This is an optimization exercise on Yosys and OpenROAD, whose aim is small area, a short achievable clock period and few clock cycles per item, not a production implementation.
Where RTL was checked, it was by simulation tests only, not by an equivalence proof against the original.
Power and IR drop assume default switching activity.

Design gf_engine, start of the top module:
module gf_engine (
    input  wire        clk,
    input  wire        rst,         
    input  wire        fa_we,
    input  wire [12:0] fa_wdata,
    input  wire        fb_we,
    input  wire [12:0] fb_wdata,
    output wire [12:0] fa,
    output wire [12:0] fb,
    output wire [12:0] fr,
    input  wire        cmd_valid,
    input  wire [31:0] cmd_word,
    output wire [7:0]  status
);
Size: ~720 cells after synthesis, about 41 flip-flops, about 110 I/O pins.
==> module gf_engine, before the edit <==
module gf_engine (
    input  wire        clk,
    input  wire        rst,         
    input  wire        fa_we,
    input  wire [12:0] fa_wdata,
    input  wire        fb_we,
    input  wire [12:0] fb_wdata,
    output wire [12:0] fa,
    output wire [12:0] fb,
    output wire [12:0] fr,
    input  wire        cmd_valid,
    input  wire [31:0] cmd_word,
    output wire [7:0]  status
);
    reg [12:0] fa_r;
    reg [12:0] fb_r;
    reg [12:0] fr_r;
    reg        done_r;          
    reg        err_r;           
    assign fa     = fa_r;
    assign fb     = fb_r;
    assign fr     = fr_r;
    assign status = {3'b000, err_r, err_r, 1'b0, done_r, 1'b0};
    wire [12:0] fa4;
    gf_engine_sq2 u_sq2 (.a(fa_r), .y(fa4));
    wire [12:0] opa;
    gf_engine_sel u_sel (.s0(cmd_word[0]), .a0(fa_r), .s1(cmd_word[1]), .a1(fa4), .y(opa));
    wire [168:0] mcol;
    gf_engine_mcols u_mcols (.b(fb_r), .m(mcol));
    wire [12:0] prod;
    genvar gi, gk;
    generate
        for (gk = 0; gk < 13; gk = gk + 1) begin : g_row
            wire [12:0] m;
            for (gi = 0; gi < 13; gi = gi + 1) begin : g_m
                assign m[gi] = mcol[13*gi + gk];
            end
            gf_engine_dot13 u_dot (.m(m), .a(opa), .y(prod[gk]));
        end
    endgenerate
    wire cmd_hi0     = (cmd_word[31:2] == 30'd0);
    wire is_gfmul    = cmd_hi0 && (cmd_word[1:0] == 2'b01);
    wire is_gfsq2mul = cmd_hi0 && (cmd_word[1:0] == 2'b10);
    wire legal       = is_gfmul | is_gfsq2mul;
    wire [12:0] fa_next;
    wire [12:0] fb_next;
    wire [12:0] fr_next;
    gf_engine_upd u_upd_fa (.rst(rst), .we(fa_we), .d(fa_wdata), .q(fa_r), .y(fa_next));
    gf_engine_upd u_upd_fb (.rst(rst), .we(fb_we), .d(fb_wdata), .q(fb_r), .y(fb_next));
    gf_engine_upd u_upd_fr (.rst(rst), .we(cmd_valid & legal), .d(prod), .q(fr_r), .y(fr_next));
    always @(posedge clk) begin
        fa_r <= fa_next;
        fb_r <= fb_next;
        fr_r <= fr_next;
        if (rst) begin
            done_r <= 1'b0;
            err_r  <= 1'b0;
        end else if (cmd_valid) begin
            done_r <= legal;
            err_r  <= !legal;
        end
    end
endmodule
clock: 5.0 ns
lec_check: 0
cap_margin: 0
core_margin: 2
core_utilization: 40
cts_buf_list: sky130_fd_sc_hd__clkbuf_8
place_density: 0.6
setup_slack_margin: 2.3
slew_margin: 0
synth_hierarchical: 1
synth_minimum_keep_size: 0
standard.sh (not shown) runs the stock make flow with config.mk's settings and CLKGATE_MAP_FILE= SYNTH_SCRIPT=/design/flow/synth_recipe.tcl, a recipe that flattens the netlist after the stock synthesis.
==> flow/flow/run.sh <==
#!/bin/bash
# Own layout flow: the standard flow (standard.sh), with two changes to
# how the layout is made:
#  * the port buffers that the standard flow inserts on every input and
#    output are sky130_fd_sc_hd__buf_1 instead of the default choice
#    (the resizer may still upsize them where timing needs it);
#  * the 3-input XOR/XNOR cells are added to the platform's don't-use list,
#    so that synthesis builds the XOR trees from faster 2-input cells.
# Everything else (synthesis script, floorplan, power grid, tap cells,
# placement, CTS, routing) is the standard flow unchanged.
set -euo pipefail
cd "$(dirname "$0")/.."

PLATFORM_DONT_USE="sky130_fd_sc_hd__probe_p_8 sky130_fd_sc_hd__probec_p_8 \
sky130_fd_sc_hd__lpflow_bleeder_1 sky130_fd_sc_hd__lpflow_clkbufkapwr_1 \
sky130_fd_sc_hd__lpflow_clkbufkapwr_16 sky130_fd_sc_hd__lpflow_clkbufkapwr_2 \
sky130_fd_sc_hd__lpflow_clkbufkapwr_4 sky130_fd_sc_hd__lpflow_clkbufkapwr_8 \
sky130_fd_sc_hd__lpflow_clkinvkapwr_1 sky130_fd_sc_hd__lpflow_clkinvkapwr_16 \
sky130_fd_sc_hd__lpflow_clkinvkapwr_2 sky130_fd_sc_hd__lpflow_clkinvkapwr_4 \
sky130_fd_sc_hd__lpflow_clkinvkapwr_8 sky130_fd_sc_hd__lpflow_decapkapwr_12 \
sky130_fd_sc_hd__lpflow_decapkapwr_3 sky130_fd_sc_hd__lpflow_decapkapwr_4 \
sky130_fd_sc_hd__lpflow_decapkapwr_6 sky130_fd_sc_hd__lpflow_decapkapwr_8 \
sky130_fd_sc_hd__lpflow_inputiso0n_1 sky130_fd_sc_hd__lpflow_inputiso0p_1 \
sky130_fd_sc_hd__lpflow_inputiso1n_1 sky130_fd_sc_hd__lpflow_inputiso1p_1 \
sky130_fd_sc_hd__lpflow_inputisolatch_1 sky130_fd_sc_hd__lpflow_isobufsrc_1 \
sky130_fd_sc_hd__lpflow_isobufsrc_16 sky130_fd_sc_hd__lpflow_isobufsrc_2 \
sky130_fd_sc_hd__lpflow_isobufsrc_4 sky130_fd_sc_hd__lpflow_isobufsrc_8 \
sky130_fd_sc_hd__lpflow_isobufsrckapwr_16 \
sky130_fd_sc_hd__lpflow_lsbuf_lh_hl_isowell_tap_1 \
sky130_fd_sc_hd__lpflow_lsbuf_lh_hl_isowell_tap_2 \
sky130_fd_sc_hd__lpflow_lsbuf_lh_hl_isowell_tap_4 \
sky130_fd_sc_hd__lpflow_lsbuf_lh_isowell_4 \
sky130_fd_sc_hd__lpflow_lsbuf_lh_isowell_tap_1 \
sky130_fd_sc_hd__lpflow_lsbuf_lh_isowell_tap_2 \
sky130_fd_sc_hd__lpflow_lsbuf_lh_isowell_tap_4"
EXTRA_DONT_USE="sky130_fd_sc_hd__xor3_1 sky130_fd_sc_hd__xor3_2 sky130_fd_sc_hd__xor3_4 \
sky130_fd_sc_hd__xnor3_1 sky130_fd_sc_hd__xnor3_2 sky130_fd_sc_hd__xnor3_4"

bash standard.sh finish \
    "DONT_USE_CELLS=$PLATFORM_DONT_USE $EXTRA_DONT_USE" \
    "BUFFER_PORTS_ARGS=-buffer_cell sky130_fd_sc_hd__buf_1" \
    > flow_make.log 2>&1
Testbench counts at the start, summed over its fixed seeds: cycles 4,800, ops 2,400.
==> next run, changes <==
--- a/flow/design.v
+++ b/flow/design.v
@@ -43,12 +43,14 @@
     wire is_gfsq2mul = cmd_hi0 && (cmd_word[1:0] == 2'b10);
     wire legal       = is_gfmul | is_gfsq2mul;
     wire [12:0] fa_next;
     wire [12:0] fb_next;
     wire [12:0] fr_next;
-    gf_engine_upd u_upd_fa (.rst(rst), .we(fa_we), .d(fa_wdata), .q(fa_r), .y(fa_next));
-    gf_engine_upd u_upd_fb (.rst(rst), .we(fb_we), .d(fb_wdata), .q(fb_r), .y(fb_next));
+    wire fa_ld = fa_we & !rst;
+    wire fb_ld = fb_we & !rst;
+    gf_engine_ld u_ld_fa (.rst(rst), .ld(fa_ld), .d(fa_wdata), .q(fa_r), .y(fa_next));
+    gf_engine_ld u_ld_fb (.rst(rst), .ld(fb_ld), .d(fb_wdata), .q(fb_r), .y(fb_next));
     gf_engine_upd u_upd_fr (.rst(rst), .we(cmd_valid & legal), .d(prod), .q(fr_r), .y(fr_next));
     always @(posedge clk) begin
         fa_r <= fa_next;
         fb_r <= fb_next;
         fr_r <= fr_next;
@@ -184,5 +186,14 @@
     input  wire [12:0] q,
     output wire [12:0] y
 );
     assign y = rst ? 13'd0 : (we ? d : q);
 endmodule
+module gf_engine_ld (
+    input  wire        rst,
+    input  wire        ld,
+    input  wire [12:0] d,
+    input  wire [12:0] q,
+    output wire [12:0] y
+);
+    assign y = ld ? d : (rst ? 13'd0 : q);
+endmodule
Result: The changed run completed with no timing, DRC or antenna violations. Utilization is higher by 0.68 points. Critical path depth does not change. Cell area came out lower by 1.4%. Combinational power climbs by 23%. Hold slack stays flat. Final cell count went down by 2.1%.
Function not checked in the second run of this note: the RTL went through the layout flow alone.


gf_engine, a different RTL version from the one above (not shown whole).
Size: roughly 700 cells after synthesis, about 41 flip-flops, about 0.0054 mm2 of cells after synthesis.
==> module gf_engine, before the edit <==
module gf_engine (
    input  wire        clk,
    input  wire        rst,         
    input  wire        fa_we,
    input  wire [12:0] fa_wdata,
    input  wire        fb_we,
    input  wire [12:0] fb_wdata,
    output wire [12:0] fa,
    output wire [12:0] fb,
    output wire [12:0] fr,
    input  wire        cmd_valid,
    input  wire [31:0] cmd_word,
    output wire [7:0]  status
);
    reg [12:0] fa_r;
    reg [12:0] fb_r;
    reg [12:0] fr_r;
    reg        done_r;          
    reg        err_r;           
    assign fa     = fa_r;
    assign fb     = fb_r;
    assign fr     = fr_r;
    assign status = {3'b000, err_r, err_r, 1'b0, done_r, 1'b0};
    wire [12:0] fa4;
    gf_engine_sq2 u_sq2 (.a(fa_r), .y(fa4));
    wire [12:0] opa;
    gf_engine_sel u_sel (.s0(cmd_word[0]), .a0(fa_r), .s1(cmd_word[1]), .a1(fa4), .y(opa));
    wire [168:0] mcol;
    gf_engine_mcols u_mcols (.b(fb_r), .m(mcol));
    wire [12:0] prod;
    genvar gi, gk;
    generate
        for (gk = 0; gk < 13; gk = gk + 1) begin : g_row
            wire [12:0] m;
            for (gi = 0; gi < 13; gi = gi + 1) begin : g_m
                assign m[gi] = mcol[13*gi + gk];
            end
            gf_engine_dot13 u_dot (.m(m), .a(opa), .y(prod[gk]));
        end
    endgenerate
    wire cmd_hi0     = (cmd_word[31:2] == 30'd0);
    wire is_gfmul    = cmd_hi0 && (cmd_word[1:0] == 2'b01);
    wire is_gfsq2mul = cmd_hi0 && (cmd_word[1:0] == 2'b10);
    wire legal       = is_gfmul | is_gfsq2mul;
    wire [12:0] fa_next;
    wire [12:0] fb_next;
    wire [12:0] fr_next;
    wire fa_ld = fa_we & !rst;
    wire fb_ld = fb_we & !rst;
    gf_engine_ld u_ld_fa (.rst(rst), .ld(fa_ld), .d(fa_wdata), .q(fa_r), .y(fa_next));
    gf_engine_ld u_ld_fb (.rst(rst), .ld(fb_ld), .d(fb_wdata), .q(fb_r), .y(fb_next));
    wire fr_ld = cmd_valid & legal & !rst;
    gf_engine_ld u_ld_fr (.rst(rst), .ld(fr_ld), .d(prod), .q(fr_r), .y(fr_next));
    always @(posedge clk) begin
        fa_r <= fa_next;
        fb_r <= fb_next;
        fr_r <= fr_next;
        if (rst) begin
            done_r <= 1'b0;
            err_r  <= 1'b0;
        end else if (cmd_valid) begin
            done_r <= legal;
            err_r  <= !legal;
        end
    end
endmodule
==> module gf_engine_ld, before the edit <==
module gf_engine_ld (
    input  wire        rst,
    input  wire        ld,
    input  wire [12:0] d,
    input  wire [12:0] q,
    output wire [12:0] y
);
    assign y = ld ? d : (rst ? 13'd0 : q);
endmodule
Settings: LEC_CHECK=0, CAP_MARGIN=0, CORE_MARGIN=2, CORE_UTILIZATION=40, CTS_BUF_LIST=sky130_fd_sc_hd__clkbuf_8, PLACE_DENSITY=0.6, SETUP_SLACK_MARGIN=2.4, SLEW_MARGIN=0, SYNTH_HIERARCHICAL=1, SYNTH_MINIMUM_KEEP_SIZE=0, TNS_END_PERCENT=5; clock period 5.0 ns.
Scripts as last shown in full above: flow/flow/run.sh
The baseline finished with timing, DRC and antenna clean.
Change:
--- a/flow/design.v
+++ b/flow/design.v
@@ -45,12 +45,9 @@
     wire [12:0] fa_next;
     wire [12:0] fb_next;
     wire [12:0] fr_next;
-    wire fa_ld = fa_we & !rst;
-    wire fb_ld = fb_we & !rst;
-    gf_engine_ld u_ld_fa (.rst(rst), .ld(fa_ld), .d(fa_wdata), .q(fa_r), .y(fa_next));
-    gf_engine_ld u_ld_fb (.rst(rst), .ld(fb_ld), .d(fb_wdata), .q(fb_r), .y(fb_next));
-    wire fr_ld = cmd_valid & legal & !rst;
-    gf_engine_ld u_ld_fr (.rst(rst), .ld(fr_ld), .d(prod), .q(fr_r), .y(fr_next));
+    gf_engine_upd u_upd_fa (.rst(rst), .we(fa_we), .d(fa_wdata), .q(fa_r), .y(fa_next));
+    gf_engine_upd u_upd_fb (.rst(rst), .we(fb_we), .d(fb_wdata), .q(fb_r), .y(fb_next));
+    gf_engine_upd u_upd_fr (.rst(rst), .we(cmd_valid & legal), .d(prod), .q(fr_r), .y(fr_next));
     always @(posedge clk) begin
         fa_r <= fa_next;
         fb_r <= fb_next;
@@ -180,12 +177,12 @@
 );
     assign y = a ^ b;
 endmodule
-module gf_engine_ld (
+module gf_engine_upd (
     input  wire        rst,
-    input  wire        ld,
+    input  wire        we,
     input  wire [12:0] d,
     input  wire [12:0] q,
     output wire [12:0] y
 );
-    assign y = ld ? d : (rst ? 13'd0 : q);
+    assign y = rst ? 13'd0 : (we ? d : q);
 endmodule
- The new run finished with timing, DRC and antenna clean
- wire length came out lower by 7.4%
- final cell count came out higher by about 1%
- non-clock buffer count came out lower by 15
- count of clock-buffer cells in the layout stays the same
- final area came out lower by 2.8%
- combinational power came out lower by about 26%
- global-route usage came out lower by 0.32 points
Testbench counts after the change, summed over its fixed seeds: cycles 4,800, ops 2,400.
The RTL of the first run of this note was laid out without a check of its function.

-- what the ideal ports hide --
In the flow no input, the clock included, has a driving cell. The finished layouts below were timed again as built, in two steps. Step 1, drivers: a clkbuf_16 drives clk and a buf_2 each remaining input, both assumed. Step 2 adds t to the input delays and takes it off the output delays; t is the mean of the earliest and latest rising clock arrival at the registers after step 1. Input paths then give back, and output paths get back, about the clock's delay inside the block. Slacks: ideal / step 1 / step 2; pairs: ideal / step 1.
run | t, ns | setup slack, ns | worst hold slack (ns) | clock arrival spread, ns | worst data-port slew with drivers (ns)
the first run of note 1 | 0.343 | 2.440 / 2.440 / 2.146 | 0.499 / 0.499 / 0.499 | 0.008 / 0.008 | 0.03
the second run of note 1 | 0.347 | 2.343 / 2.343 / 2.125 | 0.499 / 0.499 / 0.499 | 0.014 / 0.014 | 0.04
the first run of note 2 | 0.328 | 2.429 / 2.429 / 2.201 | 0.464 / 0.464 / 0.464 | 0.013 / 0.013 | 0.04
the second run of note 2 | 0.346 | 2.517 / 2.517 / 2.201 | 0.502 / 0.502 / 0.502 | 0.014 / 0.014 | 0.03
After both steps every run listed still meets setup and hold. The setup slack of the second run of note 2, which loses most, moves by 0.000 ns with the drivers and by -0.316 ns with both steps.
